This is an optimization exercise on Yosys and OpenROAD, whose aim is small area, not a production implementation.
Function was checked by simulation only, so behaviour that the tests miss may differ from the original.
Power figures rest on the tool's default switching activity, not on a simulated workload.

### design/flow/config.mk
export PLATFORM = sky130hd
export DESIGN_NAME = canhk_rx_engine
export DESIGN_NICKNAME = canhk_rx_engine
export VERILOG_FILES = /design/flow/design.v
export SDC_FILE = /design/flow/constraint.sdc
export NUM_CORES = 4
export LEC_CHECK = 0
export CAP_MARGIN = 20
export CORE_MARGIN = 2
export CORE_UTILIZATION = 40
export SLEW_MARGIN = 20
### design/flow/constraint.sdc
create_clock -name core_clock -period 10.0 [get_ports {clk}]
set_input_delay 2.0000 -clock core_clock [delete_from_list [all_inputs] [get_ports {clk}]]
set_output_delay 2.0000 -clock core_clock [all_outputs]
set_load 0.01 [all_outputs]
### design/flow/design.v
module canhk_frame_fifo #(
    parameter BYTES  = 64,    
    parameter FRAMES = 10,    
    parameter AW     = 6,     
    parameter FW     = 4      
) (
    input  wire          clk,
    input  wire          rst,
    input  wire          wr_en,     
    input  wire [7:0]    wr_data,
    input  wire          wr_end,    
    output wire          rd_valid,
    output wire [7:0]    rd_data,
    output wire          rd_last,
    input  wire          rd_ready,
    output reg  [FW-1:0] frames,
    output reg  [15:0]   drops
);
    reg [8:0]  mem [0:BYTES-1];    
    reg [AW:0] rd_ptr;             
    reg [AW:0] wr_ptr;             
    reg [AW:0] cm_ptr;             
    reg        ovf;                
    wire [AW:0] used    = wr_ptr - rd_ptr;
    wire        space   = (used != BYTES);
    wire        wr_ok   = wr_en && space && !ovf;
    wire        ovf_now = ovf || (wr_en && !space);
    wire        push_ok = wr_end && !ovf_now && (frames != FRAMES);
    wire        drop    = wr_end && !push_ok;
    wire [8:0]  head    = mem[rd_ptr[AW-1:0]];
    assign rd_valid = (rd_ptr != cm_ptr);
    assign rd_data  = head[7:0];
    assign rd_last  = head[8];
    wire pop      = rd_valid && rd_ready;
    wire pop_last = pop && head[8];
    always @(posedge clk) begin
        if (wr_ok)
            mem[wr_ptr[AW-1:0]] <= {wr_end, wr_data};
    end
    always @(posedge clk) begin
        if (rst) begin
            rd_ptr <= 0;
            wr_ptr <= 0;
            cm_ptr <= 0;
            ovf    <= 1'b0;
            frames <= 0;
            drops  <= 16'd0;
        end else begin
            if (pop)
                rd_ptr <= rd_ptr + 1'b1;
            if (wr_end) begin
                ovf <= 1'b0;
                if (push_ok) begin
                    wr_ptr <= wr_ptr + 1'b1;
                    cm_ptr <= wr_ptr + 1'b1;
                end else begin
                    wr_ptr <= cm_ptr;
                end
            end else begin
                if (wr_ok)
                    wr_ptr <= wr_ptr + 1'b1;
                if (wr_en && !space)
                    ovf <= 1'b1;
            end
            if (push_ok && !pop_last)
                frames <= frames + 1'b1;
            else if (!push_ok && pop_last)
                frames <= frames - 1'b1;
            if (drop)
                drops <= drops + 1'b1;
        end
    end
endmodule
module canhk_rx_engine (
    input  wire        clk,
    input  wire        rst,         
    input  wire        rx_valid,    
    input  wire [7:0]  rx_data,
    input  wire        rx_err,      
    input  wire        stop,        
    output wire        cq_valid,
    output wire [7:0]  cq_data,
    output wire        cq_last,
    input  wire        cq_ready,
    output wire        mq_valid,
    output wire [7:0]  mq_data,
    output wire        mq_last,
    input  wire        mq_ready,
    output wire [3:0]  cq_frames,
    output wire [4:0]  mq_frames,
    output wire [15:0] drop_c,
    output wire [15:0] drop_m,
    output wire        running,
    output wire        fatal,
    output wire        rx_busy
);
    localparam [7:0] CMD_MESSAGE     = 8'h40;
    localparam [7:0] CMD_SYNC        = 8'hA5;
    localparam [7:0] CMD_SYNC_ANSWER = 8'h5A;
    localparam [16:0] HLEN_SHORT     = 17'd4;
    localparam [16:0] HLEN_LONG      = 17'd6;
    reg        run;
    reg        fatal_r;
    reg [16:0] cnt;       
    reg [16:0] total;     
    reg [7:0]  b0;        
    reg [7:0]  len_lo;    
    wire byte_in = run && rx_valid && !rx_err;
    wire skip0   = (cnt == 17'd0) && (rx_data == 8'h00);
    wire take    = byte_in && !skip0;
    wire        first   = (cnt == 17'd0);
    wire [7:0]  c0      = first ? rx_data : b0;
    wire        is_msg  = (c0 == CMD_MESSAGE);
    wire        is_sync = (c0 == CMD_SYNC) || (c0 == CMD_SYNC_ANSWER);
    wire [16:0] hlen    = is_msg ? HLEN_LONG : HLEN_SHORT;
    wire [16:0] cnt_n   = cnt + 17'd1;
    wire [16:0] plen    = is_sync ? 17'd0 :
                          is_msg  ? {1'b0, rx_data, len_lo} :
                                    {9'd0, rx_data};
    wire [16:0] total_n = first            ? hlen :
                          (cnt_n == hlen)  ? hlen + plen :
                                             total;
    wire        done    = (cnt_n >= hlen) && (cnt_n == total_n);
    always @(posedge clk) begin
        if (rst) begin
            run     <= 1'b1;
            fatal_r <= 1'b0;
            cnt     <= 17'd0;
            total   <= 17'd0;
            b0      <= 8'd0;
            len_lo  <= 8'd0;
        end else begin
            if (run && rx_err) begin
                run     <= 1'b0;
                fatal_r <= 1'b1;
            end else if (stop) begin
                run <= 1'b0;
            end
            if (take) begin
                if (first)
                    b0 <= rx_data;
                if (cnt == 17'd4)
                    len_lo <= rx_data;
                total <= total_n;
                cnt   <= done ? 17'd0 : cnt_n;
            end
        end
    end
    canhk_frame_fifo #(.BYTES(64), .FRAMES(10), .AW(6), .FW(4)) u_cq (
        .clk      (clk),
        .rst      (rst),
        .wr_en    (take && !is_msg),
        .wr_data  (rx_data),
        .wr_end   (take && !is_msg && done),
        .rd_valid (cq_valid),
        .rd_data  (cq_data),
        .rd_last  (cq_last),
        .rd_ready (cq_ready),
        .frames   (cq_frames),
        .drops    (drop_c)
    );
    canhk_frame_fifo #(.BYTES(128), .FRAMES(16), .AW(7), .FW(5)) u_mq (
        .clk      (clk),
        .rst      (rst),
        .wr_en    (take && is_msg),
        .wr_data  (rx_data),
        .wr_end   (take && is_msg && done),
        .rd_valid (mq_valid),
        .rd_data  (mq_data),
        .rd_last  (mq_last),
        .rd_ready (mq_ready),
        .frames   (mq_frames),
        .drops    (drop_m)
    );
    assign running = run;
    assign fatal   = fatal_r;
    assign rx_busy = (cnt != 17'd0);
endmodule
### design/flow/run.sh
#!/bin/bash
# synth_recipe.tcl (not shown) runs the flow's synth.tcl, then flattens the netlist and writes it again
# the make line also repeats each setting of config.mk as NAME=value (left out here)
make -C /OpenROAD-flow-scripts/flow DESIGN_CONFIG=/design/flow/config.mk WORK_HOME=/design/flow/orfs CLKGATE_MAP_FILE= SYNTH_SCRIPT=/design/flow/synth_recipe.tcl finish
==> flow_summary.toml <==
[critical_path]
critical_path_class = "in -> reg"
crit_fanout = 47
crit_required_ps = 10740
worstPathCellList = "buf_6, or3_1, nor3_1, mux2i_2, clkinv_4, ha_1, nand2_1, nor2_1, nand4_1, o41ai_1, o211ai_1, a211oi_2, nand3_2, buf_4, nor2_1, ha_1, inv_1, fa_1, a21o_1, a21oi_1, xnor2_1, or3_1, a21oi_1"
crit_arrival_ps = 8530
crit_cells = 23
max_stage_delay_ps = 790
r2r-end = "u_mq.frames[4]"
critical_path.top_delay_family = "simple AND/OR/NAND/NOR gates"
ff2ff_path_depth = 22
cpMaxStageDelayCell = "nand4_1"
rrSetupSlack_ps = 2730
r2r_start = "cnt[8]"
cp-startpoint = "rx_data[3]"
end_kind = "register"
cp_num_buf_inv = 4
worstSetupStartpointType = "input port"
worstSetupEndpoint = "u_mq.frames[4]"

[synthesis]
async_flop_share_pct = 0
postSynthAreaPerCell_um2 = 19.5
synth_fp_nets = 3933
synth_edf_count = 1728
yosys_register_bits = 1881
synth_area_um2 = 75600
synth_ff_type = "edfxtp_1"
synth_seq_area_share_pct = 72.7
yosysWarnings = 3
ys_types = 82
synthCells = 3886

[power]
clockPowerShare_pct = 43.0
intPower_uw = 12300
irDropWorstVdd_mv = 0.154
p_sw_share_pct = 20.2
cellPowerDensity_nw_per_um2 = 181
p_leak_uw = 0.0247
p_comb_share_pct = 1.4
p_switching_uw = 3110
power_frac_seq_pct = 55.6

[global_routing]
grt_max_degree = 157
antenna_found_initial = 6
grtUsageTotal_pct = 18.7
grt_pass1_vias = 37800
grt_overflow = 0
grt_pass1_wl_um = 265000

[timing]
fin_crit_ps = 7790
relSlewSlack_pct = 22.3
hold_viol_final = 0
rsz0062_at_grt = "false"
layout_worst_path_cycle_share_pct = 77.9
final.setup.tns_ps = 0
fin_skew_ps = 28.9
max_freq_ghz = 0.128
setup_violations = 0
worst_pin_slew_ps = 1160
setup_ws_ps = 2210
slew_viol_final = 0

[cells_and_area]
layout.cells.most_common = "edfxtp_1"
final_net_count = 4049
syn_to_final_growth_pct = 12.5
drive_gt1_share_pct = 23.4
final_cell_mix = "edfxtp_1 (1,728), mux4_2 (567), nor2_1 (298)"

[placement]
gp_congestion = 0.824
dpl_worst_slack_ps = 1480
io_buffer_count = 78
dp.final_hpwl_um = 109000

[floorplan]
start_util_pct = 40.3
core_area_um2 = 188000
core.rowCount = 159
die-height_um = 439
die_w_um = 439
pin_count = 79
die_area_um2 = 192000

[clock_network]
cts-htree-levels = 4
hold_buffers = 0
clk_path_buf_depth = 3
cts-root-buf = "clkbuf_16"
cts_tree = "done"
clk_pin_slew_ps = 60
cts_buffers = 183
cts_sinks = 1881
clk_latency_ps = 820
postCtsSetupRepairBufs = 0
cts_resized = 0

[detailed_routing]
drc_errors = 0
ant_nets = 0
wl_per_cell_um = 27.1
drt_first_pass_iters = 7
drtIter0Drc = 4151
wirelength_um = 180000
via_count = 37900
avgViaCountPerCell = 5.70

[run]
cap_viol_max_count = 0

[outcome]
status = "finished clean"

[min_path]
hp-class = "reg -> reg"
[power groups by stage]
stage	combinational (uW)	sequential, uW	clock [uW]
5_1_grt	240	8570	7020
3_5_place_dp	224	8740	0
3_3_place_gp	217	8740	0
6_report	221	8570	6630
4_1_cts	224	8570	6740
2_1_floorplan	62.6	8740	0
[registers in the layout, summed over array words and instances (netlist names), 8 cells and up, named ones only]
register / count
u_mq.drops: 16
len_lo: 8
u_cq.mem: 576
cnt: 17
u_mq.rd_ptr: 8
u_cq.drops: 16
u_mq.cm_ptr: 8
total: 17
u_mq.mem: 1152
u_mq.wr_ptr: 8
b0: 8
[cells in the mapped netlist (all sizes together), types with 3 or more instances]
library cell  count  area [um^2]
and4              9         78.8
or2               9         56.3
xnor2            61          534
nand4            22          153
nor2            319         1200
inv              40          150
o21a              4         30.0
a31oi            10         62.6
a21oi            88          440
o211ai            8         60.1
a21o             12         90.1
a2111oi           3         26.3
mux4            567        12800
o41ai             5         43.8
mux2             12          135
or4              18          139
nor4             38          238
nand2b           10         62.6
clkbuf          152          571
dfxtp           153         3060
a22o              5         43.8
buf              65          267
or3              26          168
o22ai             6         37.5
o21ai            42          210
o31a              3         26.3
a211oi           16          125
ha               30          375
a22oi             7         52.6
nor4b             3         32.5
and3             20          125
nor2b             8         50.1
nand3            69          355
a21boi            4         30.0
mux2i            22          224
edfxtp         1728        51900
nand2           157          592
nor3b             4         30.0
nor3             38          206
and2              6         37.5
nand4b            3         26.3
o31ai             6         45.0
xor2             40          350
o221ai            4         35.0
o2111ai           6         52.6
[stage by stage]
step                instance area [um^2]  hold WS, ps  utilization, %  power [uW]  std cells
finish                             85000          457            45.3       15400       6649
global route                       85000          484            45.3       15800       6644
CTS                                85000          456            45.2       15500       6640
detailed placement                 79300          447            42.2        8960       6308
global placement                   79300          442            42.2        8960       6307
floorplan                          75600          432               -        8800       3886
[routing by layer]
layer / vias up / part of all wire (%) / GRT usage [%] / wire (um)
met5: - / 0.011 / 0 / 20
met4: 2 / 2.1 / 4.56 / 3770
met3: 231 / 6.8 / 3.41 / 12300
met2: 1345 / 47 / 28.9 / 84200
met1: 20200 / 44 / 27.6 / 79800
li1: 16200 / - / - / -
[worst min-delay path, stage by stage, from the launching register on]
cell and delay, ps:
dfxtp_1 310, nand2_1 50, a21oi_1 50
[cell families (layout without fill, tap and decap cells)]
| kind of cell | count (synthesis) | after routing | share of synthesized area, % |
|---|---|---|---|
| xor+xnor | 101 | 101 | 1.17 |
| flops | 1881 | 1881 | 72.7 |
| fa+ha+maj | 32 | 32 | 0.550 |
| other cells | 0 | 5 | 0 |
| simple gates | 768 | 768 | 4.81 |
| buf+inv | 259 | 522 | 1.32 |
| compound gates | 244 | 244 | 2.08 |
| mux | 601 | 601 | 17.4 |
[final cells by class]
class	count	area, um^2
fill	15900	103000
inverter	42	165
multi-input combinational	1746	19700
clock inverter	106	857
tap	2495	3120
timing repair buffer	148	1400
antenna	5	12.5
sequential	1881	55000
clock buffer	226	4800
[how the worst min path moves through the flow]
| stage | from | endpoint | depth (start not counted) |
|---|---|---|---|
| after floorplan | total[10] | total[10] | 2 |
| after global placement | len_lo[0] | len_lo[0] | 2 |
| after detailed placement | total[8] | total[8] | 2 |
| after CTS | total[8] | total[8] | 2 |
| after global routing | len_lo[0] | len_lo[0] | 2 |
| final | total[8] | total[8] | 2 |

[static timing again, ports no longer ideal]
The flow's constraints put no driver on any port. The routed layout listed below was extracted and timed again, unchanged, in two steps.
Step 1 sets driving cells, clkbuf_16 on the clock port and buf_2 on the other inputs (assumed; they add their load-dependent delay and slew).
Step 2 times the ports against the registers' clock, not the clock port: input delays grow and output delays shrink by t, the midpoint of the rising clock arrivals with the driver on.
Slacks: ideal / step 1 / step 2; pairs: ideal / step 1.
shift t [ns]: 0.882
slack for setup (ns): 2.209 / 2.245 / 1.363
worst data-port slew with drivers (ns): 0.07
After both steps this run still meets setup and hold. For this run, drivers alone change the setup slack by +0.036 ns; drivers and shift together by -0.846 ns.
